Source: an optimization exercise on an open RTL-to-GDS flow (aim: small area). Production flows keep margins and buffers that such runs may drop.
Only simulation tests tie the RTL to the original design; equivalence was not proved.
Power is estimated from default activity; no workload was simulated.

==> 06-06 <==
Design mwf1_rx, start of the top module:
module mwf1_rx (
    input  wire        clk,
    input  wire        rst,
    input  wire        rx_valid,
    input  wire [7:0]  rx_data,
    output wire        rx_ready,
    output wire        tx_valid,
    output wire [7:0]  tx_data,
    input  wire        tx_ready,
    output wire        pay_we,
    output wire [14:0] pay_addr,
    output wire [7:0]  pay_wdata,
    output wire        frm_valid,
    output wire [14:0] frm_len,
    input  wire        frm_ready,
    output wire [1:0]  st_phase,
    output wire [1:0]  st_rx_state
);
    localparam [14:0] MAXLEN = 15'd26937;
    localparam [1:0] PH_RECEIVE  = 2'd1;
    localparam [1:0] PH_DISPATCH = 2'd2;
    localparam [1:0] PH_ACK      = 2'd3;
    localparam [1:0] S_SEEK = 2'd0;
    localparam [1:0] S_LEN  = 2'd1;
    localparam [1:0] S_PAY  = 2'd2;
    localparam [1:0] S_CRC  = 2'd3;
    localparam [2:0] A_ERL0 = 3'd0, A_ERL1 = 3'd1, A_ERL2 = 3'd2;
    localparam [2:0] A_ERC0 = 3'd4, A_ERC1 = 3'd5, A_ERC2 = 3'd6;
    localparam [2:0] A_OK0  = 3'd3, A_OK1  = 3'd7;
    reg [1:0]  phase;
    reg [1:0]  rx_state;
    reg        win_ne;       
    reg [1:0]  mm;           
    reg [14:0] len_r;
    reg        len_ovf;      
    reg [14:0] pay_cnt;
    reg [31:0] crc;
    reg [15:0] tmr;
    reg        tmr_ge;       
    reg [2:0]  ack;
    wire recv   = (phase == PH_RECEIVE);
    wire rx_fire = rx_valid && recv;
    wire st_seek = (rx_state == S_SEEK);
    wire st_len  = (rx_state == S_LEN);
    wire st_pay  = (rx_state == S_PAY);
    wire st_crc  = (rx_state == S_CRC);
    wire [31:0] crc_next;
  ...
Settings: LEC_CHECK=0, CAP_MARGIN=20, CORE_MARGIN=2, CORE_UTILIZATION=40, PLACE_DENSITY=0.6, SLEW_MARGIN=20; clock period 5.0 ns.
standard.sh (not shown) runs the stock make flow with config.mk's settings and CLKGATE_MAP_FILE= SYNTH_SCRIPT=/design/flow/synth_recipe.tcl, a recipe that flattens the netlist after the stock synthesis.
==> flow/flow/run.sh <==
#!/bin/bash
# The standard layout (standard.sh: the standard synthesis and ORFS flow),
# with two changes to how the layout is built:
#  - the input and output port buffers use the smallest buffer cell
#    (sky130_fd_sc_hd__buf_1) instead of the default choice;
#  - the clock tree uses clkbuf_8 buffers and no dummy loads.
# standard.sh's full output is written to standard.log in this folder.
set -o pipefail
export BUFFER_PORTS_ARGS="-buffer_cell sky130_fd_sc_hd__buf_1"
export CTS_ARGS="-sink_clustering_enable -repair_clock_nets -buf_list sky130_fd_sc_hd__clkbuf_8 -sink_clustering_size 30 -dont_use_dummy_load"
bash standard.sh > standard.log 2>&1
==> 06-03 (differences from 06-06) <==
--- a/flow/design.v
+++ b/flow/design.v
@@ -128,24 +128,24 @@
     localparam [1:0] PH_ACK      = 2'd3;
     localparam [1:0] S_SEEK = 2'd0;
     localparam [1:0] S_LEN  = 2'd1;
     localparam [1:0] S_PAY  = 2'd2;
     localparam [1:0] S_CRC  = 2'd3;
-    localparam [2:0] A_ERL0 = 3'd0, A_ERL1 = 3'd1, A_ERL2 = 3'd2;
-    localparam [2:0] A_ERC0 = 3'd4, A_ERC1 = 3'd5, A_ERC2 = 3'd6;
-    localparam [2:0] A_OK0  = 3'd3, A_OK1  = 3'd7;
+    localparam [2:0] A_ERL0 = 3'b100, A_ERL1 = 3'b111, A_ERL2 = 3'b010;
+    localparam [2:0] A_ERC0 = 3'b101, A_ERC1 = 3'b110, A_ERC2 = 3'b011;
+    localparam [2:0] A_OK0  = 3'b000, A_OK1  = 3'b001;
     reg [1:0]  phase;
     reg [1:0]  rx_state;
-    reg        win_ne;       
-    reg [1:0]  mm;           
+    reg        win_ne;
+    reg [1:0]  mm;
     reg [14:0] len_r;
     reg        len_ovf;      
     reg [14:0] pay_cnt;
     reg [31:0] crc;
     reg [15:0] tmr;
     reg        tmr_ge;       
-    reg [2:0]  ack;
+    wire [2:0] ack = {win_ne, mm};
     wire recv   = (phase == PH_RECEIVE);
     wire rx_fire = rx_valid && recv;
     wire st_seek = (rx_state == S_SEEK);
     wire st_len  = (rx_state == S_LEN);
     wire st_pay  = (rx_state == S_PAY);
@@ -155,11 +155,11 @@
     wire crc_ok = (crc[31:8] == 24'h00BE26) && ((crc[7:0] ^ rx_data) == 8'hED);
     reg  [14:0] cnt_inc;
     reg         cnt_cy;
     integer     k;
     always @* begin
-        cnt_cy = rx_fire;
+        cnt_cy = 1'b1;
         for (k = 0; k < 15; k = k + 1) begin
             cnt_inc[k] = pay_cnt[k] ^ cnt_cy;
             cnt_cy     = pay_cnt[k] & cnt_cy;
         end
     end
@@ -190,22 +190,22 @@
     wire ge     = tmr_ge | tmr_hit;
     wire expire = recv && !rx_valid && ge && (!st_seek || win_ne);
     wire len_end = rx_fire && st_len && fld_last;
     wire pay_end = rx_fire && st_pay && pay_last;
     wire crc_end = rx_fire && st_crc && fld_last;
-    wire tmr_clr = (rx_fire && (st_seek || fld_last && !st_pay || pay_end)) || expire;
+    wire tmr_clr = rx_fire && (st_seek || (st_len && fld_last) || (st_pay && pay_last));
     always @(posedge clk) begin
         if (tmr_clr) begin
             tmr    <= 16'd0;
             tmr_ge <= 1'b0;
         end else begin
             tmr    <= {tmr[14:0], ~(tmr[15] ^ tmr[12] ^ tmr[5] ^ tmr[3])};
             tmr_ge <= ge;
         end
         if (st_seek || len_end || pay_end)
             pay_cnt <= 15'd0;
-        else
+        else if (rx_fire)
             pay_cnt <= cnt_inc;
         if (rx_fire && st_len) begin
             if (pay_cnt[1:0] == 2'd0) len_r[7:0] <= rx_data;
             if (pay_cnt[1:0] == 2'd1) begin
                 len_r[14:8] <= rx_data[6:0];
@@ -243,43 +243,43 @@
                                 if (len_ok) begin
                                     rx_state <= S_PAY;
                                 end else begin
                                     rx_state <= S_SEEK;
                                     phase    <= PH_ACK;
-                                    ack      <= A_ERL0;
+                                    {win_ne, mm} <= A_ERL0;
                                 end
                             end
                             S_PAY: if (pay_last) rx_state <= S_CRC;
                             default: if (fld_last) begin
                                 rx_state <= S_SEEK;
                                 if (crc_ok) begin
                                     phase <= PH_DISPATCH;
                                 end else begin
                                     phase <= PH_ACK;
-                                    ack   <= A_ERC0;
+                                    {win_ne, mm} <= A_ERC0;
                                 end
                             end
                         endcase
                     end else if (expire) begin
                         rx_state <= S_SEEK;
                     end
                 end
                 PH_DISPATCH: begin
-                    if (frm_ready) begin
-                        phase <= PH_ACK;
-                        ack   <= A_OK0;
-                    end
+                    if (frm_ready) phase <= PH_ACK;
                 end
                 default: begin
                     if (tx_ready) begin
                         case (ack)
-                            A_ERL0: ack <= A_ERL1;
-                            A_ERL1: ack <= A_ERL2;
-                            A_ERC0: ack <= A_ERC1;
-                            A_ERC1: ack <= A_ERC2;
-                            A_OK0:  ack <= A_OK1;
-                            default: phase <= PH_RECEIVE;
+                            A_ERL0: {win_ne, mm} <= A_ERL1;
+                            A_ERL1: {win_ne, mm} <= A_ERL2;
+                            A_ERC0: {win_ne, mm} <= A_ERC1;
+                            A_ERC1: {win_ne, mm} <= A_ERC2;
+                            A_OK0:  {win_ne, mm} <= A_OK1;
+                            default: begin
+                                {win_ne, mm} <= 3'b000;
+                                phase        <= PH_RECEIVE;
+                            end
                         endcase
                     end
                 end
             endcase
         end
==> flow/flow/run.sh (replaced) <==
#!/bin/bash
# The standard layout (standard.sh: the standard synthesis and ORFS flow),
# with these changes to how the layout is built:
#  - synthesis maps the logic with an area-oriented ABC script
#    (flow/abc_map.script, used in place of ORFS's abc_speed.script through a
#    copy of ORFS's scripts folder in ./orfs_scripts; nothing else in the
#    copy changes, so the registers are those of the standard synthesis);
#  - the input and output port buffers use the smallest buffer cell
#    (sky130_fd_sc_hd__buf_1);
#  - the clock tree uses clkbuf_8 buffers and no dummy loads.
# standard.sh's full output is written to standard.log in this folder; ORFS
# keeps each step's log under orfs/logs/.
set -o pipefail
rm -rf orfs_scripts
cp -r "$FLOW_HOME/scripts" orfs_scripts
cp flow/abc_map.script orfs_scripts/abc_speed.script
export SCRIPTS_DIR="$PWD/orfs_scripts"
export BUFFER_PORTS_ARGS="-buffer_cell sky130_fd_sc_hd__buf_1"
export CTS_ARGS="-sink_clustering_enable -repair_clock_nets -buf_list sky130_fd_sc_hd__clkbuf_8 -sink_clustering_size 30 -dont_use_dummy_load"
bash standard.sh > standard.log 2>&1
==> flow/flow/abc_map.script (new file) <==
strash
&get -n
&st
&dch -f
&nf -R 1000 -p
&put
strash
&get -n
&st
&syn2
&dch -f
&nf -R 1000 -p
&put
==> flow/config.mk (replaced) <==
export PLATFORM = sky130hd
export DESIGN_NAME = mwf1_rx
export DESIGN_NICKNAME = mwf1_rx
export VERILOG_FILES = /design/flow/design.v
export SDC_FILE = /design/flow/constraint.sdc
export NUM_CORES = 4
export LEC_CHECK = 0
export CAP_MARGIN = 0
export CORE_MARGIN = 2
export CORE_UTILIZATION = 40
export GPL_TIMING_DRIVEN = 0
export PLACE_DENSITY = 0.6
export SLEW_MARGIN = 0
==> comparison table <==
metric	06-03	06-06
Run status	no timing/DRC/antenna violations	no timing/DRC/antenna violations
Power consumption	1.29 mW	1.74 mW
Met2 routed wirelength	4620 µm	5220 µm
Netlist area before placement	4360 µm²	4620 µm²
Flip-flop and latch power	0.736 mW	0.845 mW
Die outline width	108 µm	111 µm
Largest net degree at the start of global routing	62	65
Adder and majority cell fraction of the synthesized area	0.0574	0.0515
Worst supply voltage drop on vdd	0.000122 V	0.000227 V
Transition time at the pin with the least slew margin	931 ps	870 ps
Leakage power summed over all cells	1.65 nW	1.95 nW
Met3 usage	0.0440	0.0479
Die Outline Area	11,800 µm²	12,400 µm²
Clock Power	0.375 mW	0.387 mW
Share of final-layout standard cells stronger than drive strength 1	0.0515	0.0821
Layout-stage area growth over the synthesis result	14.0%	11.7%
Power Density	259 nW/µm²	337 nW/µm²
Met2 track demand over resource in global routing	0.297	0.286
Portion of total power attributed to combinational logic	0.137	0.292
Area of the multi-input gates	2370 µm²	2480 µm²
Core region area	10,700 µm²	11,300 µm²
Post-Layout Inst Area	4970 µm²	5160 µm²
Final Non-Filler Cells	684	667
Portion of total power attributed to sequential cells	0.572	0.486
DRT Wirelength	10,400 µm	10,600 µm
Fillers	1,091	1,116
Weighted congestion reported at the end of routability-driven placement	0.813	0.845

re-timing with driven ports:
In the flow no input, the clock included, has a driving cell. The finished layouts below were timed again as built, in two steps.
Step 1 sets driving cells, clkbuf_16 on the clock port and buf_2 on the other inputs (assumed; they add their load-dependent delay and slew).
Step 2 times the ports against the registers' clock, not the clock port: input delays grow and output delays shrink by t, the midpoint of the rising clock arrivals with the driver on.
Three values: no drivers, after step 1, after step 2; two values: the first two.
| run | t, ns | setup slack, ns | latest minus earliest clock arrival (ns) | worst data-port slew with drivers (ns) |
|---|---|---|---|---|
| 06-06 | 0.393 | 0.209 / 0.217 / -0.176 | 0.031 / 0.032 | 0.03 |
| 06-03 | 0.378 | 0.343 / 0.343 / 0.343 | 0.016 / 0.016 | 0.05 |
Met with ideal ports but missed after step 2: setup timing in 06-06. For 06-06, which loses most, drivers alone change the setup slack by +0.008 ns; drivers and shift together by -0.385 ns.
